This design comes from an exercise in tuning for small area, a short achievable clock period and few clock cycles per item on the open sky130 flow, not from production work.
Function was checked by simulation only, so behaviour that the tests miss may differ from the original.

**design.v**
```verilog
module lwm_sin_rom (
    input  wire [7:0]  idx,
    output reg  [15:0] val
);
    always @(*) begin
        case (idx)
            8'd0: val = 16'h0000;
            8'd1: val = 16'h00C9;
            8'd2: val = 16'h0192;
            8'd3: val = 16'h025B;
            8'd4: val = 16'h0324;
            8'd5: val = 16'h03ED;
            8'd6: val = 16'h04B6;
            8'd7: val = 16'h057F;
            8'd8: val = 16'h0648;
            8'd9: val = 16'h0711;
            8'd10: val = 16'h07D9;
            8'd11: val = 16'h08A2;
            8'd12: val = 16'h096A;
            8'd13: val = 16'h0A33;
            8'd14: val = 16'h0AFB;
            8'd15: val = 16'h0BC4;
            8'd16: val = 16'h0C8C;
            8'd17: val = 16'h0D54;
            8'd18: val = 16'h0E1C;
            8'd19: val = 16'h0EE3;
            8'd20: val = 16'h0FAB;
            8'd21: val = 16'h1072;
            8'd22: val = 16'h113A;
            8'd23: val = 16'h1201;
            8'd24: val = 16'h12C8;
            8'd25: val = 16'h138F;
            8'd26: val = 16'h1455;
            8'd27: val = 16'h151C;
            8'd28: val = 16'h15E2;
            8'd29: val = 16'h16A8;
            8'd30: val = 16'h176E;
            8'd31: val = 16'h1833;
            8'd32: val = 16'h18F9;
            8'd33: val = 16'h19BE;
            8'd34: val = 16'h1A82;
            8'd35: val = 16'h1B47;
            8'd36: val = 16'h1C0B;
            8'd37: val = 16'h1CCF;
            8'd38: val = 16'h1D93;
            8'd39: val = 16'h1E57;
            8'd40: val = 16'h1F1A;
            8'd41: val = 16'h1FDD;
            8'd42: val = 16'h209F;
            8'd43: val = 16'h2161;
            8'd44: val = 16'h2223;
            8'd45: val = 16'h22E5;
            8'd46: val = 16'h23A6;
            8'd47: val = 16'h2467;
            8'd48: val = 16'h2528;
            8'd49: val = 16'h25E8;
            8'd50: val = 16'h26A8;
            8'd51: val = 16'h2767;
            8'd52: val = 16'h2826;
            8'd53: val = 16'h28E5;
            8'd54: val = 16'h29A3;
            8'd55: val = 16'h2A61;
            8'd56: val = 16'h2B1F;
            8'd57: val = 16'h2BDC;
            8'd58: val = 16'h2C99;
            8'd59: val = 16'h2D55;
            8'd60: val = 16'h2E11;
            8'd61: val = 16'h2ECC;
            8'd62: val = 16'h2F87;
            8'd63: val = 16'h3041;
            8'd64: val = 16'h30FB;
            8'd65: val = 16'h31B5;
            8'd66: val = 16'h326E;
            8'd67: val = 16'h3326;
            8'd68: val = 16'h33DF;
            8'd69: val = 16'h3496;
            8'd70: val = 16'h354D;
            8'd71: val = 16'h3604;
            8'd72: val = 16'h36BA;
            8'd73: val = 16'h376F;
            8'd74: val = 16'h3824;
            8'd75: val = 16'h38D9;
            8'd76: val = 16'h398C;
            8'd77: val = 16'h3A40;
            8'd78: val = 16'h3AF2;
            8'd79: val = 16'h3BA5;
            8'd80: val = 16'h3C56;
            8'd81: val = 16'h3D07;
            8'd82: val = 16'h3DB8;
            8'd83: val = 16'h3E68;
            8'd84: val = 16'h3F17;
            8'd85: val = 16'h3FC5;
            8'd86: val = 16'h4073;
            8'd87: val = 16'h4121;
            8'd88: val = 16'h41CE;
            8'd89: val = 16'h427A;
            8'd90: val = 16'h4325;
            8'd91: val = 16'h43D0;
            8'd92: val = 16'h447A;
            8'd93: val = 16'h4524;
            8'd94: val = 16'h45CD;
            8'd95: val = 16'h4675;
            8'd96: val = 16'h471C;
            8'd97: val = 16'h47C3;
            8'd98: val = 16'h4869;
            8'd99: val = 16'h490F;
            8'd100: val = 16'h49B4;
            8'd101: val = 16'h4A58;
            8'd102: val = 16'h4AFB;
            8'd103: val = 16'h4B9D;
            8'd104: val = 16'h4C3F;
            8'd105: val = 16'h4CE0;
            8'd106: val = 16'h4D81;
            8'd107: val = 16'h4E20;
            8'd108: val = 16'h4EBF;
            8'd109: val = 16'h4F5D;
            8'd110: val = 16'h4FFB;
            8'd111: val = 16'h5097;
            8'd112: val = 16'h5133;
            8'd113: val = 16'h51CE;
            8'd114: val = 16'h5268;
            8'd115: val = 16'h5302;
            8'd116: val = 16'h539B;
            8'd117: val = 16'h5432;
            8'd118: val = 16'h54C9;
            8'd119: val = 16'h5560;
            8'd120: val = 16'h55F5;
            8'd121: val = 16'h568A;
            8'd122: val = 16'h571D;
            8'd123: val = 16'h57B0;
            8'd124: val = 16'h5842;
            8'd125: val = 16'h58D3;
            8'd126: val = 16'h5964;
            8'd127: val = 16'h59F3;
            8'd128: val = 16'h5A82;
            8'd129: val = 16'h5B0F;
            8'd130: val = 16'h5B9C;
            8'd131: val = 16'h5C28;
            8'd132: val = 16'h5CB3;
            8'd133: val = 16'h5D3E;
            8'd134: val = 16'h5DC7;
            8'd135: val = 16'h5E4F;
            8'd136: val = 16'h5ED7;
            8'd137: val = 16'h5F5D;
            8'd138: val = 16'h5FE3;
            8'd139: val = 16'h6068;
            8'd140: val = 16'h60EB;
            8'd141: val = 16'h616E;
            8'd142: val = 16'h61F0;
            8'd143: val = 16'h6271;
            8'd144: val = 16'h62F1;
            8'd145: val = 16'h6370;
            8'd146: val = 16'h63EE;
            8'd147: val = 16'h646C;
            8'd148: val = 16'h64E8;
            8'd149: val = 16'h6563;
            8'd150: val = 16'h65DD;
            8'd151: val = 16'h6656;
            8'd152: val = 16'h66CF;
            8'd153: val = 16'h6746;
            8'd154: val = 16'h67BC;
            8'd155: val = 16'h6832;
            8'd156: val = 16'h68A6;
            8'd157: val = 16'h6919;
            8'd158: val = 16'h698B;
            8'd159: val = 16'h69FD;
            8'd160: val = 16'h6A6D;
            8'd161: val = 16'h6ADC;
            8'd162: val = 16'h6B4A;
            8'd163: val = 16'h6BB7;
            8'd164: val = 16'h6C23;
            8'd165: val = 16'h6C8E;
            8'd166: val = 16'h6CF8;
            8'd167: val = 16'h6D61;
            8'd168: val = 16'h6DC9;
            8'd169: val = 16'h6E30;
            8'd170: val = 16'h6E96;
            8'd171: val = 16'h6EFB;
            8'd172: val = 16'h6F5E;
            8'd173: val = 16'h6FC1;
            8'd174: val = 16'h7022;
            8'd175: val = 16'h7083;
            8'd176: val = 16'h70E2;
            8'd177: val = 16'h7140;
            8'd178: val = 16'h719D;
            8'd179: val = 16'h71F9;
            8'd180: val = 16'h7254;
            8'd181: val = 16'h72AE;
            8'd182: val = 16'h7307;
            8'd183: val = 16'h735E;
            8'd184: val = 16'h73B5;
            8'd185: val = 16'h740A;
            8'd186: val = 16'h745F;
            8'd187: val = 16'h74B2;
            8'd188: val = 16'h7504;
            8'd189: val = 16'h7555;
            8'd190: val = 16'h75A5;
            8'd191: val = 16'h75F3;
            8'd192: val = 16'h7641;
            8'd193: val = 16'h768D;
            8'd194: val = 16'h76D8;
            8'd195: val = 16'h7722;
            8'd196: val = 16'h776B;
            8'd197: val = 16'h77B3;
            8'd198: val = 16'h77FA;
            8'd199: val = 16'h783F;
            8'd200: val = 16'h7884;
            8'd201: val = 16'h78C7;
            8'd202: val = 16'h7909;
            8'd203: val = 16'h794A;
            8'd204: val = 16'h7989;
            8'd205: val = 16'h79C8;
            8'd206: val = 16'h7A05;
            8'd207: val = 16'h7A41;
            8'd208: val = 16'h7A7C;
            8'd209: val = 16'h7AB6;
            8'd210: val = 16'h7AEE;
            8'd211: val = 16'h7B26;
            8'd212: val = 16'h7B5C;
            8'd213: val = 16'h7B91;
            8'd214: val = 16'h7BC5;
            8'd215: val = 16'h7BF8;
            8'd216: val = 16'h7C29;
            8'd217: val = 16'h7C59;
            8'd218: val = 16'h7C88;
            8'd219: val = 16'h7CB6;
            8'd220: val = 16'h7CE3;
            8'd221: val = 16'h7D0E;
            8'd222: val = 16'h7D39;
            8'd223: val = 16'h7D62;
            8'd224: val = 16'h7D89;
            8'd225: val = 16'h7DB0;
            8'd226: val = 16'h7DD5;
            8'd227: val = 16'h7DFA;
            8'd228: val = 16'h7E1D;
            8'd229: val = 16'h7E3E;
            8'd230: val = 16'h7E5F;
            8'd231: val = 16'h7E7E;
            8'd232: val = 16'h7E9C;
            8'd233: val = 16'h7EB9;
            8'd234: val = 16'h7ED5;
            8'd235: val = 16'h7EEF;
            8'd236: val = 16'h7F09;
            8'd237: val = 16'h7F21;
            8'd238: val = 16'h7F37;
            8'd239: val = 16'h7F4D;
            8'd240: val = 16'h7F61;
            8'd241: val = 16'h7F74;
            8'd242: val = 16'h7F86;
            8'd243: val = 16'h7F97;
            8'd244: val = 16'h7FA6;
            8'd245: val = 16'h7FB4;
            8'd246: val = 16'h7FC1;
            8'd247: val = 16'h7FCD;
            8'd248: val = 16'h7FD8;
            8'd249: val = 16'h7FE1;
            8'd250: val = 16'h7FE9;
            8'd251: val = 16'h7FF0;
            8'd252: val = 16'h7FF5;
            8'd253: val = 16'h7FF9;
            8'd254: val = 16'h7FFD;
            8'd255: val = 16'h7FFE;
            default: val = 16'h0000;
        endcase
    end
endmodule
module lwm_mac18 (
    input  wire [17:0] a,
    input  wire [17:0] b,
    input  wire [35:0] c,
    output wire [35:0] p
);
    wire [18:0] bx = {b, 1'b0};
    reg  [35:0] r [0:11];
    reg  [35:0] cst, negs;
    reg   [2:0] t;
    reg  [18:0] pp;
    integer i;
    always @(*) begin
        cst  = 36'd0;
        negs = 36'd0;
        for (i = 0; i < 9; i = i + 1) begin
            t = bx[2*i +: 3];
            case (t)
                3'b000, 3'b111: pp = 19'd0;
                3'b001, 3'b010: pp = {a[17], a};
                3'b011:         pp = {a, 1'b0};
                3'b100:         pp = ~{a, 1'b0};
                default:        pp = ~{a[17], a};
            endcase
            r[i] = {17'd0, ~pp[18], pp[17:0]} << (2*i);
            negs[2*i] = t[2] & ~(t[1] & t[0]);
            cst = cst - (36'd1 << (18 + 2*i));
        end
        r[9]  = cst;
        r[10] = negs;
        r[11] = c;
    end
    function [71:0] csa;
        input [35:0] x, y, z;
        csa = {((x & y) | (x & z) | (y & z)) << 1, x ^ y ^ z};
    endfunction
    wire [71:0] l1a = csa(r[0], r[1], r[2]);
    wire [71:0] l1b = csa(r[3], r[4], r[5]);
    wire [71:0] l1c = csa(r[6], r[7], r[8]);
    wire [71:0] l1d = csa(r[9], r[10], r[11]);
    wire [71:0] l2a = csa(l1a[35:0], l1a[71:36], l1b[35:0]);
    wire [71:0] l2b = csa(l1b[71:36], l1c[35:0], l1c[71:36]);
    wire [71:0] l3a = csa(l2a[35:0], l2a[71:36], l2b[35:0]);
    wire [71:0] l3b = csa(l2b[71:36], l1d[35:0], l1d[71:36]);
    wire [71:0] l4  = csa(l3a[35:0], l3a[71:36], l3b[35:0]);
    wire [71:0] l5  = csa(l4[35:0], l4[71:36], l3b[71:36]);
    wire [36:0] s;
    addbk #(36) fin (.a(l5[35:0]), .b(l5[71:36]), .ci(1'b0), .s(s));
    assign p = s[35:0];
endmodule
module addbk #(parameter N = 32) (input [N-1:0] a, input [N-1:0] b, input ci, output [N:0] s);
    function integer lg2c;             
        input integer v;
        integer t;
        begin
            lg2c = 0;
            for (t = 1; t < v; t = t * 2) lg2c = lg2c + 1;
        end
    endfunction
    localparam integer LG = lg2c(N + 1);
    wire [N:0] g0 = {a & b, ci};
    wire [N:0] p0 = {a ^ b, 1'b0};
    wire [N:0] G [0:2*LG];
    wire [N:0] P [0:2*LG];
    assign G[0] = g0;
    assign P[0] = p0;
    genvar l, i;
    generate
        for (l = 0; l < LG; l = l + 1) begin : up
            for (i = 0; i <= N; i = i + 1) begin : n
                if ((i % (2 << l)) == ((2 << l) - 1) && i >= (1 << l)) begin : op
                    assign G[l+1][i] = G[l][i] | (P[l][i] & G[l][i - (1 << l)]);
                    assign P[l+1][i] = P[l][i] & P[l][i - (1 << l)];
                end else begin : pass
                    assign G[l+1][i] = G[l][i];
                    assign P[l+1][i] = P[l][i];
                end
            end
        end
        for (l = 0; l < LG; l = l + 1) begin : dn
            for (i = 0; i <= N; i = i + 1) begin : n
                if (i >= (3 << (LG-1-l)) - 1 && ((i + 1) % (2 << (LG-1-l))) == (1 << (LG-1-l))) begin : op
                    assign G[LG+l+1][i] = G[LG+l][i] | (P[LG+l][i] & G[LG+l][i - (1 << (LG-1-l))]);
                    assign P[LG+l+1][i] = P[LG+l][i] & P[LG+l][i - (1 << (LG-1-l))];
                end else begin : pass
                    assign G[LG+l+1][i] = G[LG+l][i];
                    assign P[LG+l+1][i] = P[LG+l][i];
                end
            end
        end
    endgenerate
    assign s = {G[2*LG][N], p0[N:1] ^ G[2*LG][N-1:0]};
endmodule
module lwm_core (
    input  wire        clk,
    input  wire        rst,           
    input  wire        bus_valid,
    input  wire        bus_write,
    input  wire [5:0]  bus_addr,      
    input  wire [1:0]  bus_size,      
    input  wire [31:0] bus_wdata,
    output reg         bus_ready,
    output reg         bus_err,
    output reg  [31:0] bus_rdata
);
    localparam integer K  = 3;             
    localparam integer WW = 35 + K;        
    localparam [31:0] ID_VALUE = 32'h4C574D01;
    localparam [7:0] OP_TOFIX = 8'h01, OP_FROMFIX = 8'h02, OP_QCONV = 8'h03,
                     OP_QADD = 8'h08, OP_QSUB = 8'h09, OP_QMUL = 8'h0A,
                     OP_QDIV = 8'h0B, OP_QADDI = 8'h0C, OP_QSUBI = 8'h0D,
                     OP_QMULI = 8'h0E, OP_QDIVI = 8'h0F, OP_GADD = 8'h10,
                     OP_GSUB = 8'h11, OP_GMUL = 8'h12, OP_GDIV = 8'h13,
                     OP_ISQRT = 8'h18, OP_FSQRT = 8'h19, OP_TRIG = 8'h20,
                     OP_CLARKE = 8'h21, OP_PARK = 8'h22, OP_REVPARK = 8'h23;
    localparam [4:0] S_IDLE = 5'd0,  S_SH  = 5'd1,  S_SH2 = 5'd2,  S_G2  = 5'd3,
                     S_G3   = 5'd4,  S_DIV = 5'd5,  S_DFIN = 5'd6, S_SQ1 = 5'd7,
                     S_SQP  = 5'd8,  S_ND  = 5'd9,  S_M0  = 5'd10, S_M1  = 5'd11,
                     S_M2   = 5'd12, S_M3  = 5'd13, S_M4  = 5'd14, S_MQ  = 5'd15,
                     S_TRC  = 5'd16, S_TRS = 5'd17, S_PKC = 5'd18, S_PK1 = 5'd19,
                     S_PK2  = 5'd20, S_PK3 = 5'd21, S_PK4 = 5'd22, S_PK5 = 5'd23,
                     S_CK0  = 5'd24, S_CK1 = 5'd25, S_CK2 = 5'd26, S_SQX = 5'd27, S_G4 = 5'd28, S_SA = 5'd29;
    localparam signed [17:0] KSQ3 = 18'sd18918;
    function [5:0] clz32;               
        input [31:0] v;
        reg z16, z8, z4, z2, z1;
        reg [15:0] v16;
        reg [7:0]  v8;
        reg [3:0]  v4;
        reg [1:0]  v2;
        begin
            z16 = (v[31:16] == 16'd0);  v16 = z16 ? v[15:0]  : v[31:16];
            z8  = (v16[15:8] == 8'd0);  v8  = z8  ? v16[7:0] : v16[15:8];
            z4  = (v8[7:4] == 4'd0);    v4  = z4  ? v8[3:0]  : v8[7:4];
            z2  = (v4[3:2] == 2'd0);    v2  = z2  ? v4[1:0]  : v4[3:2];
            z1  = !v2[1];
            clz32 = (v == 32'd0) ? 6'd32 : {1'b0, z16, z8, z4, z2, z1};
        end
    endfunction
    function [31:0] sat15;
        input [31:0] v;
        reg [16:0] y;
        begin
            y = v[31:15];
            if (!y[16] && y[15])
                sat15 = 32'sd32767;
            else if (y[16] && (!y[15] || y[14:0] == 15'd0))
                sat15 = -32'sd32767;
            else
                sat15 = {{16{y[15]}}, y[15:0]};
        end
    endfunction
    function [31:0] ohf;
        input [4:0] v;
        begin
            ohf = 32'd1 << v;
        end
    endfunction
    function op_known;
        input [7:0] o;
        begin
            case (o)
                OP_TOFIX, OP_FROMFIX, OP_QCONV, OP_QADD, OP_QSUB, OP_QMUL,
                OP_QDIV, OP_QADDI, OP_QSUBI, OP_QMULI, OP_QDIVI, OP_GADD,
                OP_GSUB, OP_GMUL, OP_GDIV, OP_ISQRT, OP_FSQRT, OP_TRIG,
                OP_CLARKE, OP_PARK, OP_REVPARK: op_known = 1'b1;
                default:                        op_known = 1'b0;
            endcase
        end
    endfunction
    function [1:0] fpad;               
        input [6:0] l;
        reg [3:0] d;
        begin
            d = {2'b0, l[1:0]} + {2'b0, l[3:2]} + {2'b0, l[5:4]} + {3'b0, l[6]};
            case (d)
                4'd0, 4'd3, 4'd6, 4'd9:  fpad = 2'd0;
                4'd1, 4'd4, 4'd7, 4'd10: fpad = 2'd2;
                default:                 fpad = 2'd1;
            endcase
        end
    endfunction
    function [K-1:0] fmask;
        input [1:0] f;
        begin
            fmask = ~({K{1'b1}} >> f);
        end
    endfunction
    function [WW-1:0] winit;
        input [31:0] x;
        input [1:0] f;
        begin
            winit = {{(WW-32-K+1){1'b0}}, x, {(K-1){1'b0}}} >> f;
        end
    endfunction
    reg        fault;
    reg  [1:0] cz;                        
    reg [31:0] cmd, opa, opb, opc, res0, res1;
    reg  [4:0] st;
    reg [31:0] oh;                        
    reg        ang_c;                     
    reg [31:0]   treg;                    
    reg [31:0]   xr;                      
    reg [WW-1:0] ws;                      
    reg [WW-1:0] wc;                      
    reg [31:0]   qp, qn;                  
    reg [31:0]   Dn;                      
    reg [17:0]   creg;                    
    reg  [6:0]   Lrem;                    
    reg [K-1:0]  fm;                      
    reg          first;                   
    reg  [5:0]   xclz;                    
    reg          neg;                     
    reg  [2:0]   iter;                    
    reg          flg;                     
    reg          ckv;                     
    wire       acc_ok = (bus_size == 2'd2) && (bus_addr[1:0] == 2'b00);
    wire [3:0] ra     = bus_addr[5:2];
    wire       wr     = bus_valid && acc_ok && bus_write;
    wire       cmd_wr = wr && (ra == 4'd2);
    wire [7:0] w_op = bus_wdata[7:0];
    wire [4:0] w_qa = bus_wdata[12:8];
    wire       w_legal = op_known(w_op) && (bus_wdata[15:13] == 3'b0) &&
                         (bus_wdata[23:21] == 3'b0) && (bus_wdata[31:29] == 3'b0);
    wire [7:0] c_op = cmd[7:0];
    wire [4:0] c_qa = cmd[12:8];
    wire [4:0] c_qb = cmd[20:16];
    wire [4:0] c_qr = cmd[28:24];
    wire idle = oh[S_IDLE];
    wire [31:0] sq_x = xr;                                    
    wire [31:0] ab_a0 = idle ? opa : treg;
    wire [31:0] ab_a  = ab_a0[31] ? -ab_a0 : ab_a0;
    wire [31:0] ab_b0 = idle ? opb : Dn;
    wire [31:0] ab_b  = ab_b0[31] ? -ab_b0 : ab_b0;
    wire [31:0] nvs = ({32{oh[S_ND] | oh[S_G4]}} & (oh[S_ND] ? Dn : treg)) |
                      ({32{oh[S_SQX]}} & xr) |
                      ({32{oh[S_SQ1]}} & res0);                 
    wire [5:0]  nclz  = clz32(nvs);
    wire [31:0] nv    = nvs;
    wire [5:0]  fclz  = nclz;
    reg  [31:0] f_hi, f_lo;
    reg  [31:0] fv;                       
    reg  signed [6:0] fe;                 
    reg         fprod;                    
    always @(*) begin
        fv    = opa;
        fe    = 7'sd0;
        fprod = 1'b0;
        case (st)
            S_ND, S_G4, S_SQX, S_SQ1: begin fv = nv; fe = -$signed({1'b0, fclz}); end
            S_SH: begin
                case (c_op)
                    OP_TOFIX, OP_FSQRT: begin fv = opa; fe = -$signed({2'b0, c_qa}); end
                    OP_QADDI, OP_QSUBI: begin fv = opb; fe = -$signed({2'b0, c_qa}); end
                    OP_FROMFIX:         begin fv = opa; fe =  $signed({2'b0, c_qa}); end
                    default:            begin fv = opa; fe = $signed({2'b0, c_qa}) - $signed({2'b0, c_qr}); end
                endcase
            end
            S_SH2, S_G2: begin fv = opb; fe = $signed({2'b0, c_qb}) - $signed({2'b0, c_qr}); end
            default: begin   
                fprod = 1'b1;
                if (c_op == OP_GMUL)
                    fe = $signed({2'b0, c_qa}) + $signed({2'b0, c_qb}) - $signed({2'b0, c_qr});
                else
                    fe = $signed({2'b0, c_qa});
            end
        endcase
        if (fprod) begin
            if (fe < 0)       begin f_hi = res0;             f_lo = 32'd0;    end
            else if (fe < 32) begin f_hi = ws[31:0];         f_lo = res0;     end
            else              begin f_hi = {32{ws[31]}};     f_lo = ws[31:0]; end
        end else begin
            if (fe < 0)       begin f_hi = fv;               f_lo = 32'd0;    end
            else              begin f_hi = {32{fv[31]}};     f_lo = fv;       end
        end
    end
    wire [63:0] f_cat  = {f_hi, f_lo};
    wire [63:0] f_shr  = f_cat >> fe[4:0];
    wire [31:0] fs_out = f_shr[31:0];
    wire        as_g   = (c_op == OP_GADD) || (c_op == OP_GSUB);
    wire [31:0] as_x   = (!idle && as_g) ? treg : opa;
    wire [31:0] as_y   = idle ? opb : as_g ? Dn : treg;
    wire        as_sub = idle ? bus_wdata[0] : c_op[0];    
    wire [32:0] as_sum;
    addbk #(32) u_as (.a(as_x), .b(as_sub ? ~as_y : as_y), .ci(as_sub), .s(as_sum));
    wire [31:0] as_out = as_sum[31:0];
    wire [WW:0]  w_sum;
    addbk #(WW) u_wsum (.a(first ? wc : ws),
                        .b(first ? {{(WW-19){1'b0}}, res0[17:0], 1'b0} : wc),
                        .ci(1'b0), .s(w_sum));
    wire         w_neg = w_sum[WW-1];
    wire         rsq   = oh[S_SQP];
    wire [31:0]  rs_a = rsq ? res0 : (first ? 32'd0 : (neg ? qn : qp));
    wire [31:0]  rs_b = first ? 32'd0 : (rsq ? qp : (neg ? ~qp : ~qn));
    wire [31:0]  rs_c = first ? 32'd0 : (rsq ? ~qn : {31'd0, neg & w_neg});
    wire         rci = !first && ((!rsq && neg) || !w_neg);
    wire [31:0]  rs_s = rs_a ^ rs_b ^ rs_c;
    wire [31:0]  rs_k = {((rs_a[30:0] & rs_b[30:0]) | (rs_a[30:0] & rs_c[30:0]) | (rs_b[30:0] & rs_c[30:0])), 1'b0};
    wire [32:0]  r_sum;
    addbk #(32) u_res (.a(rs_s), .b(rs_k), .ci(rci), .s(r_sum));
    wire [31:0]  r_out = r_sum[31:0];
    wire [31:0]  sq_n  = {1'b0, r_out[31:1]};                
    function [33:0] sq_first;        
        input [31:0] x;
        reg        ng, big, stp;
        reg [18:0] q;
        reg [19:0] sm;
        begin
            ng  = x[31] || (x == 32'd0);
            big = x > 32'd2097152;
            q   = big ? x[31:13] : x[25:7];
            sm  = {1'b0, q} + (big ? 20'd8192 : 20'd128);
            stp = big ? (x[31:14] == 18'd4096) : (x[31:8] == 24'd64);
            sq_first = {1'b0, ng || stp,
                        ng ? 32'd0 : stp ? (big ? 32'd8192 : 32'd128) : {13'd0, sm[19:1]}};
        end
    endfunction
    wire [33:0] s1i = sq_first(idle ? opa : xr);          
    wire [33:0] s1f = s1i;
    reg  rom_c, rom_sin, rom_flip;
    always @(*) begin
        rom_c    = ang_c;
        rom_sin  = 1'b0;
        rom_flip = 1'b0;
        case (st)
            S_TRC: begin rom_c = 1'b0; end
            S_TRS: begin rom_c = 1'b0; rom_sin = 1'b1; end
            S_PKC, S_PK3: begin rom_c = 1'b1; end
            S_PK1: begin rom_c = 1'b1; rom_sin = 1'b1; rom_flip = (c_op == OP_PARK); end
            S_PK2: begin rom_c = 1'b1; rom_sin = 1'b1; rom_flip = (c_op != OP_PARK); end
            default: ;
        endcase
    end
    wire [15:0] ang    = rom_c ? opc[15:0] : opa[15:0];
    wire  [1:0] qsel   = {~ang[15], ang[14]};
    wire        use_i  = qsel[0] ^ rom_sin;
    wire  [7:0] r_idx  = use_i ? ang[13:6] : ~ang[13:6];
    wire        r_neg  = (rom_sin ? ~qsel[1] : ~(qsel[1] ^ qsel[0])) ^ rom_flip;
    wire [15:0] r_t;
    lwm_sin_rom rom (.idx(r_idx), .val(r_t));
    wire [15:0] rom_v  = r_neg ? -r_t : r_t;
    wire m_idle = oh[S_IDLE];
    wire s_alz  = m_idle | oh[S_M0] | oh[S_M2];                      
    wire s_als  = oh[S_PK1] | oh[S_PK3];                             
    wire s_ah   = oh[S_M1] | oh[S_M3];                               
    wire s_b16  = oh[S_PK2] | oh[S_PK4];                             
    wire s_k    = oh[S_CK1];
    wire s_g    = oh[S_SQ1];
    wire u_sh   = oh[S_M1] | oh[S_M3];                               
    wire u_acc  = oh[S_M2] | oh[S_PK2] | oh[S_PK4];                  
    wire [17:0] ma = ({18{s_alz}} & {2'b00, opa[15:0]}) |
                     ({18{s_als}} & {{2{opa[15]}}, opa[15:0]}) |
                     ({18{s_ah}}  & {{2{opa[31]}}, opa[31:16]}) |
                     ({18{s_b16}} & {{2{opb[15]}}, opb[15:0]}) |
                     ({18{s_k}}   & KSQ3) |
                     ({18{s_g}}   & {1'b0, res0[16:0]});
    wire [17:0] mb = creg;                                   
    wire [35:0] madd = ({36{u_sh}}  & {{16{ws[35]}}, ws[35:16]}) |
                       ({36{u_acc}} & ws[35:0]) |
                       ({36{s_g}}   & ~{4'd0, sq_x});              
    wire [35:0] mp;
    lwm_mac18 u_mac (.a(ma), .b(mb), .c(madd), .p(mp));
    wire [31:0] pk_res = (c_op == OP_PARK) ? sat15(wc[31:0])
                                           : {{16{wc[30]}}, wc[30:15]};
    wire [17:0] ck = -({{2{opa[15]}}, opa[15:0]} + {opb[15], opb[15:0], 1'b0});
    reg [WW-1:0] dv_s, dv_c, dv_a;
    reg [WW-1:0] dv_ys, dv_yc;
    reg  [3:0]   dv_e;
    reg [K-1:0]  dv_qp, dv_qn;
    integer      k;
    always @(*) begin
        dv_s = ws;
        dv_c = first ? {WW{1'b0}} : wc;
        for (k = K - 1; k >= 0; k = k - 1) begin
            dv_ys = {dv_s[WW-2:0], 1'b0};
            dv_yc = {dv_c[WW-2:0], 1'b0};
            dv_e  = dv_ys[WW-1:WW-4] + dv_yc[WW-1:WW-4];
            dv_qp[k] = !dv_e[3] && !fm[k];                     
            dv_qn[k] = dv_e[3] && (dv_e != 4'hF) && !fm[k];    
            if (dv_qp[k])      dv_a = ~{{(WW-32-K){1'b0}}, Dn, {K{1'b0}}};
            else if (dv_qn[k]) dv_a =  {{(WW-32-K){1'b0}}, Dn, {K{1'b0}}};
            else               dv_a = {WW{1'b0}};
            dv_s = dv_ys ^ dv_yc ^ dv_a;
            dv_c = {((dv_ys & dv_yc) | (dv_ys & dv_a) | (dv_yc & dv_a)), 1'b0};
            dv_c[0] = dv_qp[k];
        end
    end
    wire        sq_stop = first && ckv && (c_op[4:3] == 2'b11) && wc[WW-1] && !w_sum[WW-1];
    wire signed [7:0] L_set = $signed({2'b0, nclz}) - $signed({2'b0, xclz}) + 8'sd1 +
                              ((!oh[S_ND]) ? 8'sd0 :
                               (c_op == OP_QDIV) ? $signed({3'b0, c_qa}) :
                               (c_op == OP_GDIV) ? $signed({3'b0, c_qr}) : 8'sd0);
    wire [1:0]  f_set = fpad(L_set[6:0]);
    reg w_zw;
    always @(*) begin
        if (!w_legal) w_zw = 1'b1;
        else case (w_op)
            OP_QADD, OP_QSUB, OP_CLARKE: w_zw = 1'b1;
            OP_TRIG:            w_zw = !ang_c;
            OP_QDIV, OP_QDIVI:  w_zw = (opb == 32'd0);
            OP_ISQRT:           w_zw = s1i[32];
            default:            w_zw = 1'b0;
        endcase
    end
    wire sh_fin = (c_op == OP_TOFIX) || (c_op == OP_FROMFIX) || (c_op == OP_QCONV);
    wire fwd0 = oh[S_MQ] | oh[S_PK3];
    wire fwd1 = oh[S_PK5] | oh[S_CK2];
    wire p1   = oh[S_TRS] | oh[S_PK3] | oh[S_PK4] | oh[S_CK0] | oh[S_CK1];
    wire b1   = fwd0 | fwd1 | p1;
    wire [31:0] f0 = oh[S_MQ] ? {ws[15:0], res0[15:0]} : pk_res;
    wire [31:0] f1 = oh[S_CK2] ? sat15(wc[31:0]) : pk_res;
    always @(*) begin
        case (ra)
            4'd0:    bus_rdata = ID_VALUE;
            4'd1:    bus_rdata = {24'd0, 2'b00, cz, 3'd0, fault};
            4'd2:    bus_rdata = cmd;
            4'd4:    bus_rdata = opa;
            4'd5:    bus_rdata = opb;
            4'd6:    bus_rdata = opc;
            4'd8:    bus_rdata = fwd0 ? f0 : res0;
            4'd9:    bus_rdata = fwd1 ? f1 : res1;
            default: bus_rdata = 32'd0;
        endcase
        bus_err = !acc_ok;
    end
    wire finish = (oh[S_SH] & sh_fin) | oh[S_SA] | oh[S_M4] | (oh[S_M2] & (c_op == OP_QMULI)) |
                  oh[S_DFIN] | oh[S_TRC] | oh[S_PK2] | (oh[S_G3] & flg) | (oh[S_SQX] & s1f[32]) |
                  (oh[S_DIV] & sq_stop) | (oh[S_SQP] & (iter == 3'd6));
    always @(*) begin
        if (idle)    bus_ready = !(bus_write && acc_ok && ra == 4'd2) || w_zw;
        else if (b1) bus_ready = !acc_ok || (!bus_write && !(ra == 4'd9 && p1));
        else         bus_ready = finish;
    end
    wire div_setup = oh[S_ND] || oh[S_SQ1];
    always @(posedge clk) begin
        if (idle) begin
            treg  <= ab_a;                                     
            xr    <= opa;                                      
            Dn    <= ab_b;                                     
            iter  <= 3'd2;
            neg   <= opa[31] ^ opb[31];
            flg   <= 1'b0;
        end
        if (div_setup) begin
            Dn    <= fs_out;
            ws    <= winit(treg, f_set);
            wc    <= {{(WW-36){mp[35]}}, mp};              
            fm    <= fmask(f_set);
            Lrem  <= L_set[6:0] + {5'd0, f_set};
            first <= 1'b1;
        end else if (idle)
            ws    <= {{(WW-36){mp[35]}}, mp};
        case (st)
            S_SH: begin
                treg <= fs_out;
                xr   <= fs_out;                                
            end
            S_SH2: Dn <= fs_out;                               
            S_G2: begin
                Dn  <= fs_out;                                 
                flg <= (fs_out == 32'd0);
            end
            S_G3: begin
                treg <= ab_a;
                Dn   <= ab_b;
            end
            S_G4, S_SQX: begin
                treg <= fs_out;                                
                xclz <= nclz;
            end
            S_SQ1: ckv <= (res0[31:17] == 15'd0);
            default: ;
        endcase
        case (st)
            S_G3: neg <= treg[31] ^ Dn[31];
            S_SQP: iter <= iter + 3'd1;
            S_DIV: begin
                ws    <= dv_s;
                wc    <= dv_c;
                qp    <= {(first ? {(32-K){1'b0}} : qp[31-K:0]), dv_qp};
                qn    <= {(first ? {(32-K){1'b0}} : qn[31-K:0]), dv_qn};
                first <= 1'b0;
                fm    <= {K{1'b0}};
                Lrem  <= Lrem - K;
            end
            S_M0, S_M1, S_M2, S_M3, S_PK1, S_PK3: ws <= {{(WW-36){mp[35]}}, mp};
            S_PK2, S_PK4, S_CK1: wc <= {{(WW-36){mp[35]}}, mp};
            default: ;
        endcase
        if (oh[S_PKC] | oh[S_PK1] | oh[S_PK2] | oh[S_PK3] |
            (idle && cmd_wr && w_op[7:1] == 7'h11))              
            creg <= {{2{rom_v[15]}}, rom_v};
        else if (idle && cmd_wr && w_op == OP_CLARKE)
            creg <= ck;
        else if (oh[S_M1] | oh[S_M2])
            creg <= {{2{opb[31]}}, opb[31:16]};
        else if (oh[S_SQX])
            creg <= {1'b0, s1f[16:0]};
        else if (oh[S_SQP])
            creg <= {1'b0, sq_n[16:0]};
        else if (idle && wr && ra == 4'd5)
            creg <= {2'b00, bus_wdata[15:0]};
        else
            creg <= {2'b00, opb[15:0]};
        if (rst) begin
            fault <= 1'b0;
            cz    <= 2'd0;
            cmd   <= 32'd0;
            opa   <= 32'd0;
            opb   <= 32'd0;
            opc   <= 32'd0;
            res0  <= 32'd0;
            res1  <= 32'd0;
            begin st <= S_IDLE; oh <= ohf(S_IDLE); end
            ang_c <= 1'b0;
        end else begin
            case (st)
                S_IDLE: begin
                    if (wr) begin
                        case (ra)
                            4'd1: if (bus_wdata[0]) begin
                                fault <= 1'b0;
                                cz    <= 2'd0;
                            end
                            4'd4: begin opa <= bus_wdata; ang_c <= 1'b0; end
                            4'd5: opb <= bus_wdata;
                            4'd6: begin opc <= bus_wdata; ang_c <= 1'b1; end
                            default: ;
                        endcase
                    end
                    if (cmd_wr) begin
                        cmd <= bus_wdata;
                        if (!w_legal) begin
                            if (!fault) begin fault <= 1'b1; cz <= 2'd1; end
                        end else begin
                            case (w_op)
                                OP_QADD, OP_QSUB: res0 <= as_out;
                                OP_TOFIX, OP_FROMFIX, OP_QCONV, OP_QADDI, OP_QSUBI,
                                OP_GADD, OP_GSUB, OP_GDIV, OP_FSQRT: begin st <= S_SH; oh <= ohf(S_SH); end
                                OP_QMUL, OP_QMULI, OP_GMUL: begin st <= S_M1; oh <= ohf(S_M1); end
                                OP_QDIV, OP_QDIVI: begin
                                    if (opb == 32'd0) begin
                                        if (!fault) begin fault <= 1'b1; cz <= 2'd2; end
                                    end else
                                        begin st <= S_G4; oh <= ohf(S_G4); end
                                end
                                OP_ISQRT: begin
                                    res0 <= s1i[31:0];
                                    if (!s1i[32]) begin st <= S_SQX; oh <= ohf(S_SQX); end
                                end
                                OP_TRIG: begin
                                    if (!ang_c) begin
                                        res0 <= {{16{rom_v[15]}}, rom_v};
                                        begin st <= S_TRS; oh <= ohf(S_TRS); end
                                    end else
                                        begin st <= S_TRC; oh <= ohf(S_TRC); end
                                end
                                OP_CLARKE: begin
                                    res0 <= {{16{opa[15]}}, opa[15:0]};
                                    begin st <= S_CK1; oh <= ohf(S_CK1); end
                                end
                                default: begin st <= ang_c ? S_PK1 : S_PKC; oh <= ohf(ang_c ? S_PK1 : S_PKC); end    
                            endcase
                        end
                    end
                end
                S_SH: begin
                    case (c_op)
                        OP_QADDI, OP_QSUBI: begin st <= S_SA; oh <= ohf(S_SA); end
                        OP_GADD, OP_GSUB:   begin st <= S_SH2; oh <= ohf(S_SH2); end
                        OP_GDIV:            begin st <= S_G2; oh <= ohf(S_G2); end
                        OP_FSQRT:           begin st <= S_SQX; oh <= ohf(S_SQX); end
                        default:            begin res0 <= fs_out; begin st <= S_IDLE; oh <= ohf(S_IDLE); end end
                    endcase
                end
                S_SH2: begin st <= S_SA; oh <= ohf(S_SA); end
                S_SA:  begin res0 <= as_out; begin st <= S_IDLE; oh <= ohf(S_IDLE); end end
                S_G2:  begin st <= S_G3; oh <= ohf(S_G3); end
                S_G3: begin
                    if (flg) begin
                        if (!fault) begin fault <= 1'b1; cz <= 2'd2; end
                        begin st <= S_IDLE; oh <= ohf(S_IDLE); end
                    end else
                        begin st <= S_G4; oh <= ohf(S_G4); end
                end
                S_G4:  begin st <= S_ND; oh <= ohf(S_ND); end
                S_ND:  begin st <= (treg == 32'd0 || L_set <= 0) ? S_DFIN : S_DIV; oh <= ohf((treg == 32'd0 || L_set <= 0) ? S_DFIN : S_DIV); end
                S_SQX: begin
                    res0 <= s1f[31:0];                         
                    begin st <= s1f[32] ? S_IDLE : S_SQ1; oh <= ohf(s1f[32] ? S_IDLE : S_SQ1); end
                end
                S_DIV: begin
                    if (sq_stop)                  begin st <= S_IDLE; oh <= ohf(S_IDLE); end    
                    else if (Lrem <= K)  begin st <= (c_op[4:3] == 2'b11) ? S_SQP : S_DFIN; oh <= ohf((c_op[4:3] == 2'b11) ? S_SQP : S_DFIN); end
                end
                S_DFIN: begin res0 <= r_out; begin st <= S_IDLE; oh <= ohf(S_IDLE); end end
                S_SQ1: begin st <= (L_set <= 0) ? S_SQP : S_DIV; oh <= ohf((L_set <= 0) ? S_SQP : S_DIV); end
                S_SQP: begin
                    res0 <= sq_n;
                    begin st <= (iter == 3'd6) ? S_IDLE : S_SQ1; oh <= ohf((iter == 3'd6) ? S_IDLE : S_SQ1); end
                end
                S_M0: begin st <= S_M1; oh <= ohf(S_M1); end
                S_M1: begin res0[15:0] <= ws[15:0]; begin st <= S_M2; oh <= ohf(S_M2); end end
                S_M2: begin st <= (c_op == OP_QMULI) ? S_MQ : S_M3; oh <= ohf((c_op == OP_QMULI) ? S_MQ : S_M3); end
                S_MQ: begin res0[31:16] <= ws[15:0]; begin st <= S_IDLE; oh <= ohf(S_IDLE); end end
                S_M3: begin res0[31:16] <= ws[15:0]; begin st <= S_M4; oh <= ohf(S_M4); end end
                S_M4: begin res0 <= fs_out; begin st <= S_IDLE; oh <= ohf(S_IDLE); end end
                S_TRC: begin res0 <= {{16{rom_v[15]}}, rom_v}; begin st <= S_TRS; oh <= ohf(S_TRS); end end
                S_TRS: begin res1 <= {{16{rom_v[15]}}, rom_v}; begin st <= S_IDLE; oh <= ohf(S_IDLE); end end
                S_PKC: begin st <= S_PK1; oh <= ohf(S_PK1); end
                S_PK1: begin st <= S_PK2; oh <= ohf(S_PK2); end
                S_PK2: begin st <= S_PK3; oh <= ohf(S_PK3); end
                S_PK3: begin res0 <= pk_res; begin st <= S_PK4; oh <= ohf(S_PK4); end end
                S_PK4: begin st <= S_PK5; oh <= ohf(S_PK5); end
                S_PK5: begin res1 <= pk_res; begin st <= S_IDLE; oh <= ohf(S_IDLE); end end
                S_CK0: begin st <= S_CK1; oh <= ohf(S_CK1); end
                S_CK1: begin st <= S_CK2; oh <= ohf(S_CK2); end
                S_CK2: begin res1 <= sat15(wc[31:0]); begin st <= S_IDLE; oh <= ohf(S_IDLE); end end
                default: begin st <= S_IDLE; oh <= ohf(S_IDLE); end
            endcase
        end
    end
endmodule
```
**flow/run.sh**
```bash
#!/bin/bash
set -euo pipefail
bash standard.sh SETUP_SLACK_MARGIN=9 finish > flow_standard.log 2>&1
```
**standard.sh**
```bash
#!/bin/bash
# synth_recipe.tcl (not shown) runs the flow's synth.tcl, then flattens the netlist and writes it again
# the make line also repeats each setting of config.mk as NAME=value (left out here)
make -C /OpenROAD-flow-scripts/flow DESIGN_CONFIG=/design/flow/config.mk WORK_HOME=/design/flow/orfs CLKGATE_MAP_FILE= SYNTH_SCRIPT=/design/flow/synth_recipe.tcl "${@:-finish}"
```
**config.mk**
```make
export PLATFORM = sky130hd
export DESIGN_NAME = lwm_core
export DESIGN_NICKNAME = lwm_core
export VERILOG_FILES = /design/flow/design.v
export SDC_FILE = /design/flow/constraint.sdc
export NUM_CORES = 8
export LEC_CHECK = 0
export ABC_AREA = 1
export CAP_MARGIN = 20
export CORE_MARGIN = 2
export CORE_UTILIZATION = 35
export GPL_ROUTABILITY_DRIVEN = 1
export PLACE_DENSITY = 0.5
export SLEW_MARGIN = 20
```
**constraint.sdc**
```tcl
create_clock -name core_clock -period 17.0 [get_ports {clk}]
set_input_delay 3.4000 -clock core_clock [delete_from_list [all_inputs] [get_ports {clk}]]
set_output_delay 3.4000 -clock core_clock [all_outputs]
set_load 0.01 [all_outputs]
```
==> results of run 1 <==
tightest hold or removal path, cell delays in order, from the launching register on:
cell	delay [ns]
dfxtp_1	0.30
inv_1	0.06
nor3_1	0.05
registers in the layout, summed over array words and instances (netlist names), 18 cells and up:
signal / flops
wc: 38
ws: 38
Dn: 32
cmd: 32
opa: 32
opb: 32
opc: 32
qn: 32
qp: 32
res0: 32
treg: 32
xr: 32
oh: 27
creg: 18
cell type report:
| class | instances | share of cell area |
|---|---|---|
| multi-input cells | 7599 | 0.6166 |
| flip-flops and latches | 489 | 0.1540 |
| repair buffers | 688 | 0.08545 |
| inverters | 1354 | 0.07054 |
| well taps | 2480 | 0.03955 |
| clock buffers | 95 | 0.02513 |
| clock inverters | 36 | 0.005534 |
| repair inverters | 19 | 0.001770 |
| diodes | 44 | 0.001403 |
timing repair:
item | in CTS | in global routing
gates resized for setup | 833 | 436
hold buffers | 0 | 0
endpoints found under the setup margin | 265 | 171
pin swaps | 86 | 143
cloned | 28 | 19
hold endpoints to repair | 0 | 0
setup buffers | 181 | 144
cells in the final DEF (no fill, tap or decap), drive strengths merged, types with 109 or more instances in the layout:
master  count
a21oi     748
buf       636
clkbuf    109
dfxtp     266
edfxtp    223
fa        349
ha        323
inv      1252
nand2    2081
nand3     760
nor2      866
o21ai    1223
o22ai     286
xor2      117
per-layer routing:
metal / up-vias / routed length, um / global-route usage
met2: 6851 / 192200 / 0.6915
li1: 34300 / - / -
met5: - / 353 / 0
met4: 52 / 50770 / 0.3992
met1: 39880 / 182100 / 0.6242
met3: 1833 / 67130 / 0.1836
logic make-up after synthesis:
| family | Yosys count |
|---|---|
| adder cells (fa/ha/maj) | 672 |
| multiplexers | 2 |
| flip-flops | 489 |
| buffers and inverters | 1945 |
| AND/OR/NAND/NOR | 3946 |
| XOR/XNOR | 167 |
| AO/OA/AOI/OAI | 2808 |
metrics by stage:
step           std cells  cell area [sq um]
5_1_grt            12770              78360
2_1_floorplan      10030              65000
3_3_place_gp       12250              68440
6_report           12800              78460
3_5_place_dp       12260              68520
4_1_cts            12600              75110
worst paths after layout:
path,endpoint,slack [ns]
worst max-delay path,bus_ready,8.50
worst min-delay path,oh[10],0.46
worst max register to register,Lrem[6],8.86
worst min register to register,oh[10],0.46
==> flow_summary_export.csv, run 1 <==
group,metric,value,unit
placed_design,gp_congestion,1.184,
outcome,status,"complete, no violations",
synthesis,synth_edf_count,223,
worst_setup_path,cp_num_cells,17,
worst_setup_path,critPathCaptureType,"output pin",
sta,finalHoldViolations,0,
worst_setup_path,path_class,"reg2out",
drt,first_iter_violations,14430,
floorplan,core_area,0.1848,sq mm
cells_and_area,final_net_count,10940,
sta,rsz0062_at_grt,"yes",
sta,relSlewSlack,0.1483,
floorplan,die_y,434.6,um
sta,period_share,0.5002,
synthesis,synth_cell_type_count,74,
min_path,hold_depth,2,
synthesis,yosysTopAreaCell,"nand2_1",
global_route,grt_max_degree,150,
sta,finalSetupViolations,0,
clock_network,cts_tree,"done",
synthesis,synth_compound_area_frac,0.2481,
sta,worst_slack,8.497,ns
worst_setup_path,critical_path_buf_inv_count,6,
synthesis,synth_top_area_frac,0.1183,
global_route,antenna_found_initial,72,
clock_network,cts.htree.levels,3,
clock_network,cts_sinks,489,
worst_setup_path,worstPathMaxFanout,58,
placed_design,hpwl,375800,um
clock_network,insertion_delay,0.75,ns
sta,worst_pin_slew,1.264,ns
floorplan,initial_core_util,0.3512,
cells_and_area,fin_util,0.4245,
global_route,grt_pass1_wl,647300,um
floorplan,dieArea,0.1889,sq mm
synthesis,ys_top_cells_by_count,"nand2_1 (2045), inv_1 (1282), o21ai_0 (1164)",
worst_setup_path,max_stage_delay,0.41,ns
worst_setup_path,crit_top_cell,"nand2_1",
synthesis,synth_fa_ha_area_frac,0.1699,
worst_setup_path,arrival,5.10,ns
synthesis,synthSimpleGateAreaFrac,0.2559,
synthesis,yosys_register_bits,489,
synthesis,syn_area_per_cell,6.472,sq um
clock_network,cts_buffer_depth,3,
worst_setup_path,cp.required,13.60,ns
synthesis,synth.area.top_cells,"nand2_1 (12%), fa_1 (11%), edfxtp_1 (10%)",
global_route,grt_overflow,0,
worst_setup_path,path_cells,"buf_4, buf_12, buf_6, nand2_1, o21ai_0, nand3_1, nor4_4, nand2_1, nand2_1, clkinvlp_4, o41ai_1, nor2_1, buf_4, o2111ai_1, o21ai_0, a22oi_1, buf_2",
drt,drt_wl_total,492600,um
clock_network,cts_made_buffers,71,
synthesis,ys_seq_area_frac,0.1852,
drt,vias,82920,
synthesis,synth_top_family_by_area,"simple AND/OR/NAND/NOR gates",
synthesis,synth.most_common_cell,"nand2_1",
sta,fmax,117.6,MHz
floorplan,die_w,434.6,um
floorplan,num_rows,158,
placed_design,io_buffers,77,
cells_and_area,fillCellCount,19590,
sta,finalSetupTns,0,ns
min_path,hp-start,"oh[10]",
sta,whs,0.4594,ns
synthesis,postSynth.asyncResetShare,0,
floorplan,ios,78,
worst_setup_path,worst_path_max_delay_cell,"o21ai_0",
drt,viasPerCell,6.476,
synthesis,syn_nets,10750,
synthesis,synthMuxAreaShare,0.0003084,
cells_and_area,drive_gt1_frac,0.1532,
synthesis,synth.yosys.warnings,7,
drt,drc_errors,0,
cells_and_area,multi_input_area,0.04838,sq mm
drt,wl_per_cell,38.47,um
drt,antenna_left,0,
clock_network,clkTransAtPathRegs,0.06,ns
worst_setup_path,worstSetupStartpointType,"register",
global_route,grt_usage,0.5015,
worst_setup_path,cp_top_family,"buffers and inverters",
clock_network,root_buffer,"clkbuf_16",
sta,final.setup_skew,0.05015,ns
global_route,grt_pass1_vias,73800,
sta,post-route-min-period,8.503,ns
cells_and_area,area_growth,20.87,%
worst_setup_path,startpoint,"oh[0]",
worst_setup_path,timing.rr.start,"oh[9]",
synthesis,ys.flop_type,"dfxtp_1",
sta,slew_violations,0,
worst_setup_path,worst-r2r-cell-count,49,
placed_design,post-place-ws,6.131,ns
cells_and_area,ff_latch_area,0.01209,sq mm
drt,drt_first_pass_iters,10,
run,cap_violations,0,
min_path,hold_path_class,"reg2reg",
synthesis,syn_area,0.06491,sq mm
synthesis,synth-xor-area-share,0.02276,
synthesis,syn_inst,10030,
Testbench counts, summed over its fixed seeds: cycles 98,054, items 12,000.
==> run 2, diff against run 1 <==
--- a/design.v
+++ b/design.v
@@ -478,2 +478,4 @@
     reg  [5:0]   xclz;                    
+    reg  [5:0]   aclz;                    
+    reg          aclz_ok;                 
     reg          neg;                     
@@ -516,2 +518,3 @@
             S_ND, S_G4, S_SQX, S_SQ1: begin fv = nv; fe = -$signed({1'b0, fclz}); end
+            S_IDLE: begin fv = ab_a; fe = -$signed({1'b0, aclz}); end     
             S_SH: begin
@@ -553,5 +556,3 @@
     wire [WW:0]  w_sum;
-    addbk #(WW) u_wsum (.a(first ? wc : ws),
-                        .b(first ? {{(WW-19){1'b0}}, res0[17:0], 1'b0} : wc),
-                        .ci(1'b0), .s(w_sum));
+    addbk #(WW) u_wsum (.a(ws), .b(wc), .ci(1'b0), .s(w_sum));
     wire         w_neg = w_sum[WW-1];
@@ -583,4 +584,4 @@
     endfunction
-    wire [33:0] s1i = sq_first(idle ? opa : xr);          
-    wire [33:0] s1f = s1i;
+    wire [33:0] s1i = sq_first(opa);
+    wire [33:0] s1f = sq_first(xr);
     reg  rom_c, rom_sin, rom_flip;
@@ -653,3 +654,5 @@
     end
-    wire        sq_stop = first && ckv && (c_op[4:3] == 2'b11) && wc[WW-1] && !w_sum[WW-1];
+    wire [WW:0] ck_sum;
+    addbk #(WW) u_ck (.a(wc), .b({{(WW-19){1'b0}}, res0[17:0], 1'b0}), .ci(1'b0), .s(ck_sum));
+    wire        sq_stop = first && ckv && (c_op[4:3] == 2'b11) && wc[WW-1] && !ck_sum[WW-1];
     wire signed [7:0] L_set = $signed({2'b0, nclz}) - $signed({2'b0, xclz}) + 8'sd1 +
@@ -700,5 +703,10 @@
     wire div_setup = oh[S_ND] || oh[S_SQ1];
+    wire nrm_a = cmd_wr && aclz_ok &&
+                 (w_op == OP_QDIV || w_op == OP_QDIVI || w_op == OP_ISQRT);
     always @(posedge clk) begin
+        aclz    <= clz32(ab_a);
+        aclz_ok <= idle && !rst && !(wr && ra == 4'd4);
         if (idle) begin
-            treg  <= ab_a;                                     
+            treg  <= nrm_a ? fs_out : ab_a;                    
+            if (nrm_a) xclz <= aclz;
             xr    <= opa;                                      
@@ -762,2 +770,4 @@
             creg <= {{2{opb[31]}}, opb[31:16]};
+        else if (idle && cmd_wr && w_op == OP_ISQRT)
+            creg <= {1'b0, s1i[16:0]};
         else if (oh[S_SQX])
@@ -810,3 +820,3 @@
                                     end else
-                                        begin st <= S_G4; oh <= ohf(S_G4); end
+                                        begin st <= aclz_ok ? S_ND : S_G4; oh <= ohf(aclz_ok ? S_ND : S_G4); end
                                 end
@@ -814,3 +824,3 @@
                                     res0 <= s1i[31:0];
-                                    if (!s1i[32]) begin st <= S_SQX; oh <= ohf(S_SQX); end
+                                    if (!s1i[32]) begin st <= aclz_ok ? S_SQ1 : S_SQX; oh <= ohf(aclz_ok ? S_SQ1 : S_SQX); end
                                 end
==> run 2 against run 1 <==
Effect of this change: highest routed layer unchanged; the layout now fails its checks (antenna rules); critical path type unchanged; die area increased by 3.2%; wire length rose by 0.84%; hold slack got worse by 0.0062 ns.
==> flow_summary_export.csv, run 2 <==
group,metric,value,unit
cells_and_area,fin_area,0.08025,sq mm
cells_and_area,final_cell_mix,"nand2_1 (2043), inv_1 (1362), o21ai_0 (1058)",
drt,antenna_left,1,
worst_setup_path,path_class,"reg2out",
synthesis,ys.flop_type,"edfxtp_1",
drt,drc_errors,0,
global_route,grt_usage,0.4940,
drt,vias,85760,
floorplan,initial_core_util,0.3522,
synthesis,synth.area.top_cells,"nand2_1 (12%), edfxtp_1 (11%), fa_1 (11%)",
cells_and_area,multi_input_area,0.04940,sq mm
clock_network,cts_tree,"done",
clock_network,cts.htree.levels,3,
synthesis,synth_top_area_frac,0.1195,
floorplan,dieArea,0.1949,sq mm
floorplan,die_w,441.5,um
min_path,hold_path_class,"reg2reg",
floorplan,num_rows,160,
placed_design,post-place-ws,6.582,ns
drt,drt_wl_total,496700,um
outcome,status,"complete, but fails checks",
sta,worst_pin_slew,1.357,ns
floorplan,core_area,0.1902,sq mm
cells_and_area,drive_gt1_frac,0.1365,
placed_design,placed_area,0.07070,sq mm
clock_network,insertion_delay,0.78,ns
cells_and_area,largestRegisters,"wc: 38 flops, ws: 38 flops",
drt,first_iter_violations,15010,
synthesis,syn_area_per_cell,6.478,sq um
synthesis,syn_area,0.06699,sq mm
placed_design,dp.cells,12610,
clock_network,cts_made_buffers,71,
synthesis,syn_inst,10340,
sta,rsz0062_at_grt,"yes",
drt,drt_first_pass_iters,10,
synthesis,syn_nets,11080,
cells_and_area,fin_cells,13160,
synthesis,synth_edf_count,255,
synthesis,yosys_register_bits,497,
cells_and_area,area_growth,19.81,%
sta,finalHoldViolations,0,
sta,finalSetupTns,0,ns
sta,final.setup_skew,0.05514,ns
worst_setup_path,cp.required,13.60,ns
drt,viasPerCell,6.515,
placed_design,hpwl,376400,um
cells_and_area,ff_latch_area,0.01253,sq mm
synthesis,synth_cell_type_count,78,
worst_setup_path,path_cells,"inv_1, buf_4, nand4_1, nor4_1, nand3_1, nand2_1, nand2_1, inv_1, nand3_1, inv_1, nor3_1, buf_4, o221ai_2, a211oi_2, a41oi_2, buf_2",
worst_setup_path,max_stage_delay,0.71,ns
synthesis,postSynth.asyncResetShare,0,
floorplan,ios,78,
global_route,antenna_found_initial,69,
sta,finalSetupViolations,0,
placed_design,io_buffers,77,
worst_setup_path,worstSetupStartpointType,"register",
sta,fmax,113.6,MHz
sta,post-route-min-period,8.800,ns
clock_network,cts_buffer_depth,3,
synthesis,synth.most_common_cell,"nand2_1",
drt,wl_per_cell,37.73,um
cells_and_area,fillCellCount,20260,
cells_and_area,final_net_count,11260,
run,cap_violations,0,
placed_design,gp_congestion,1.186,
clock_network,root_buffer,"clkbuf_16",
worst_setup_path,worst_path_max_delay_cell,"nor4_1",
synthesis,ys_top_cells_by_count,"nand2_1 (2132), inv_1 (1434), o21ai_0 (1162)",
cells_and_area,final_common_cell,"nand2_1",
sta,relSlewSlack,0.09378,
global_route,grt_max_degree,87,
global_route,grt_overflow,0,
synthesis,yosysTopAreaCell,"nand2_1",
outcome,violatedChecks,"antenna rules",
worst_setup_path,cp_top_family,"simple AND/OR/NAND/NOR gates",
global_route,grt_pass1_vias,76910,
worst_setup_path,critPathCaptureType,"output pin",
floorplan,die_y,441.5,um
sta,worst_slack,8.200,ns
synthesis,synth.yosys.warnings,7,
worst_setup_path,critical_path_buf_inv_count,6,
worst_setup_path,worstPathMaxFanout,22,
sta,period_share,0.5176,
sta,slew_violations,0,
clock_network,clkTransAtPathRegs,0.06,ns
worst_setup_path,arrival,5.40,ns
worst_setup_path,crit_top_cell,"inv_1",
clock_network,cts_sinks,497,
global_route,grt_pass1_wl,662200,um
synthesis,ys_seq_area_frac,0.1866,
run 2: cell types whose count changed after synthesis, moves of 19 or more:
cell | previous run | this run
nand4_1 | 69 | 99
inv_2 | 43 | 24
edfxtp_1 | 223 | 255
inv_1 | 1282 | 1434
nand3_1 | 746 | 701
dfxtp_1 | 266 | 242
a21oi_1 | 747 | 815
nand2_1 | 2045 | 2132
nor2_1 | 845 | 798
run 2: cells by family after synthesis:
family                   count (synthesis)  share of synthesized area
buffers and inverters                 2094                     0.1220
adder cells (fa/ha/maj)                693                     0.1690
flip-flops                             497                     0.1866
AND/OR/NAND/NOR                       3977                     0.2492
XOR/XNOR                               183                    0.02454
AO/OA/AOI/OAI                         2896                     0.2486
run 2: cell type report:
cell class              count  area share
diodes                     76    0.002370
clock buffers              99     0.02548
clock inverters            31    0.004428
inverters                1499     0.07306
multi-input cells        7750      0.6155
flip-flops and latches    497      0.1561
well taps                2511     0.03915
repair buffers            684     0.08223
repair inverters           17    0.001668
run 2: final timing paths:
check             cells after the start         to     start  slack [ns]
setup reg to reg                     45     ws[25]  res0[15]        8.40
setup / recovery                     16  bus_ready   opa[11]        8.20
hold reg to reg                       2     oh[24]    oh[24]        0.45
hold / removal                        2     oh[24]    oh[24]        0.45
run 2: tightest hold or removal path, stage by stage (launching register included):
cell and delay [ns]:
dfxtp_1 0.32, nand2_1 0.06, nor2_1 0.04
run 2: per-stage QoR:
stage                 util  hold WS [ns]
global placement    0.3717        0.4364
CTS                 0.4079        0.4524
finish              0.4220        0.4533
detailed placement  0.3717        0.4434
floorplan                -        0.4245
global route        0.4210        0.4592
run 2: routing by layer:
| metal | track usage | part of all wire | vias to the layer above |
|---|---|---|---|
| li1 | - | - | 35350 |
| met1 | 0.6039 | 0.36 | 40970 |
| met2 | 0.6800 | 0.39 | 7383 |
| met3 | 0.2065 | 0.14 | 2006 |
| met4 | 0.3829 | 0.10 | 50 |
| met5 | 0 | 0.0010 | - |
run 2: repair_timing:
| item | CTS | global route |
|---|---|---|
| resized for setup | 807 | 359 |
| setup buffers | 208 | 98 |
| cloned | 30 | 9 |
| setup endpoints to repair | 247 | 236 |
| hold buffers | 0 | 0 |
| pin swaps | 125 | 143 |
Testbench counts of run 2, summed over its fixed seeds: cycles 97,244, items 12,000.
==> run 3, diff against run 2 <==
==> flow/run.sh (replaced) <==
#!/bin/bash
set -euo pipefail
bash standard.sh SETUP_SLACK_MARGIN=8.5 finish > flow_standard.log 2>&1
==> run 3 against run 2 <==
Effect of this change: fails the layout checks on capacitance limit, slew limit; via count is 0.29% higher; sequential share of layout area grew 0.46 points; synthesized cell count unchanged; final area is 2.9% lower; wire length up 2.7%; synthesized area did not move; critical path depth decreased by 5; worst setup slack got worse by 0.11 ns; critical path type unchanged; first-iteration DRC count down 7.2%.
==> flow_summary_export.csv, run 3 <==
group,metric,value,unit
drt,wl_per_cell,38.99,um
sta,relSlewSlack,-0.08527,
placed_design,hpwl,391700,um
clock_network,cts_buffer_depth,3,
synthesis,yosysTopAreaCell,"nand2_1",
synthesis,ys_seq_area_frac,0.1866,
sta,rsz0062_at_grt,"yes",
synthesis,syn_inst,10340,
sta,post-route-min-period,8.908,ns
cells_and_area,fin_cells,13090,
cells_and_area,largestRegisters,"wc: 38 flops, ws: 38 flops",
clock_network,cts_hold_buf,0,
min_path,hp-start,"oh[24]",
floorplan,dieArea,0.1949,sq mm
cells_and_area,final_cell_mix,"nand2_1 (2080), inv_1 (1370), o21ai_0 (1107)",
sta,final.setup_skew,0.07899,ns
drt,first_iter_violations,13930,
synthesis,ys_top_cells_by_count,"nand2_1 (2132), inv_1 (1434), o21ai_0 (1162)",
clock_network,insertion_delay,0.78,ns
worst_setup_path,arrival,5.51,ns
worst_setup_path,startpoint,"opa[8]",
cells_and_area,area_growth,16.38,%
placed_design,io_buffers,77,
clock_network,root_buffer,"clkbuf_16",
min_path,hold_path_class,"reg2reg",
synthesis,synth.yosys.warnings,7,
global_route,grt_pass1_vias,76750,
floorplan,num_rows,160,
min_path,hold_depth,2,
global_route,grt_pass1_wl,669700,um
sta,finalHoldViolations,0,
floorplan,die_w,441.5,um
floorplan,core_area,0.1902,sq mm
sta,finalSetupTns,0,ns
worst_setup_path,worst-r2r-cell-count,27,
synthesis,synth_top_area_frac,0.1195,
clock_network,cts_tree,"done",
worst_setup_path,cp.required,13.60,ns
synthesis,ys.flop_type,"edfxtp_1",
sta,worst_pin_slew,1.622,ns
synthesis,synth.most_common_cell,"nand2_1",
placed_design,gp_congestion,1.184,
synthesis,postSynth.asyncResetShare,0,
sta,finalSetupViolations,0,
outcome,violatedChecks,"capacitance limit, slew limit",
synthesis,syn_area,0.06699,sq mm
synthesis,syn_area_per_cell,6.478,sq um
outcome,status,"complete, but fails checks",
worst_setup_path,worstPathMaxFanout,10,
drt,drc_errors,0,
synthesis,synth_cell_type_count,78,
synthesis,yosys_register_bits,497,
sta,fmax,112.3,MHz
clock_network,clkTransAtPathRegs,0.06,ns
sta,slew_violations,7,
global_route,grt_usage,0.5037,
cells_and_area,drive_gt1_frac,0.1123,
clock_network,cts.htree.levels,3,
clock_network,cts_sinks,497,
floorplan,die_y,441.5,um
global_route,grt_overflow,0,
drt,antenna_left,0,
worst_setup_path,worstSetupStartpointType,"register",
sta,whs,0.4477,ns
worst_setup_path,critPathCaptureType,"output pin",
worst_setup_path,path_class,"reg2out",
drt,viasPerCell,6.574,
clock_network,cts_made_buffers,74,
drt,vias,86020,
drt,drt_wl_total,510200,um
synthesis,synth_edf_count,255,
cells_and_area,final_net_count,11190,
synthesis,syn_nets,11080,
sta,period_share,0.5240,
run,cap_violations,2,
global_route,grt_max_degree,106,
floorplan,initial_core_util,0.3522,
placed_design,dp.cells,12630,
floorplan,ios,78,
worst_setup_path,timing.rr.start,"st[1]",
synthesis,synth.area.top_cells,"nand2_1 (12%), edfxtp_1 (11%), fa_1 (11%)",
cells_and_area,fin_util,0.4099,
drt,drt_first_pass_iters,9,
cells_and_area,final_common_cell,"nand2_1",
global_route,antenna_found_initial,82,
==> run 3: final timing paths <==
| path | to | slack, ns |
|---|---|---|
| worst min register to register | oh[24] | 0.45 |
| worst min-delay path | oh[24] | 0.45 |
| worst max-delay path | bus_ready | 8.09 |
| worst max register to register | Dn[28] | 8.37 |
==> run 3: final cells by class <==
class / count / area (sq um)
repair inverters: 12 / 73.82
clock buffers: 93 / 2004
diodes: 58 / 145.1
repair buffers: 616 / 5494
fillers: 20360 / 112200
inverters: 1499 / 5851
multi-input cells: 7754 / 48100
well taps: 2511 / 3142
flip-flops and latches: 497 / 12530
clock inverters: 45 / 619.3
==> run 3: cells by family after synthesis <==
kind of cell	count (synthesis)	share of synthesized area
buffers and inverters	2094	0.1220
and+or+nand+nor	3977	0.2492
adders and majority gates	693	0.1690
xor gates and xnor gates	183	0.02454
AOI/OAI and AO/OA	2896	0.2486
DFF	497	0.1866
==> run 3: critical path: stages, from the launching register on <==
cell      delay, ns
dfxtp_1        0.77
clkinv_1       0.89
nand4_1        0.43
nor4_1         0.13
a21oi_1        0.96
inv_1          0.27
nor3_1         0.26
buf_4          0.22
o221ai_4       0.13
a211oi_4       0.27
a41oi_2        0.16
buf_2          0.21
==> run 3: routing by layer <==
| metal | vias to the layer above | part of all wire | global-route usage |
|---|---|---|---|
| met5 | - | 0.0010 | 0.002688 |
| met4 | 46 | 0.11 | 0.4275 |
| met3 | 1966 | 0.14 | 0.1998 |
| met2 | 7440 | 0.39 | 0.6967 |
| met1 | 41390 | 0.36 | 0.6056 |
| li1 | 35170 | - | - |
==> run 3: what timing repair did <==
| item | CTS | global route |
|---|---|---|
| resized for setup | 409 | 279 |
| setup buffers | 127 | 98 |
| hold endpoints to repair | 0 | 0 |
| pin swaps | 39 | 91 |
| gates cloned | 17 | 14 |
| endpoints found under the setup margin | 245 | 198 |
==> run 3: per-stage QoR <==
stage                     area [sq um]  setup slack (ns)
final                            77960             8.092
after global routing             77830             8.338
after CTS                        75840             8.353
after detailed placement         70790             6.166
after global placement           70750             6.155
after floorplan                  66990             8.516

[separate check: timing with driven ports]
Ports are ideal in the flow. The routed layouts listed here were re-timed in OpenROAD. Step 1: set_driving_cell puts a clkbuf_16 on clk and a buf_2 on each other input, an assumption about the parent block. Step 2 adds t to the input delays and takes it off the output delays; t is the mean of the earliest and latest rising clock arrival at the registers after step 1. Input paths then give back, and output paths get back, about the clock's delay inside the block. Slacks: ideal / step 1 / step 2; pairs: ideal / step 1.
| run | shift t [ns] | setup WS [ns] | worst hold slack (ns) | worst setup path after step 2 |
|---|---|---|---|---|
| run 1 | 0.825 | 8.497 / 8.393 / 8.257 | 0.459 / 0.459 / 0.459 | input to register |
| run 2 | 0.848 | 8.200 / 8.103 / 8.360 | 0.453 / 0.453 / 0.453 | input to output |
| run 3 | 0.837 | 8.092 / 7.994 / 7.764 | 0.448 / 0.448 / 0.448 | input to register |
For run 3, which loses most, drivers alone change the setup slack by -0.098 ns; drivers and shift together by -0.328 ns.
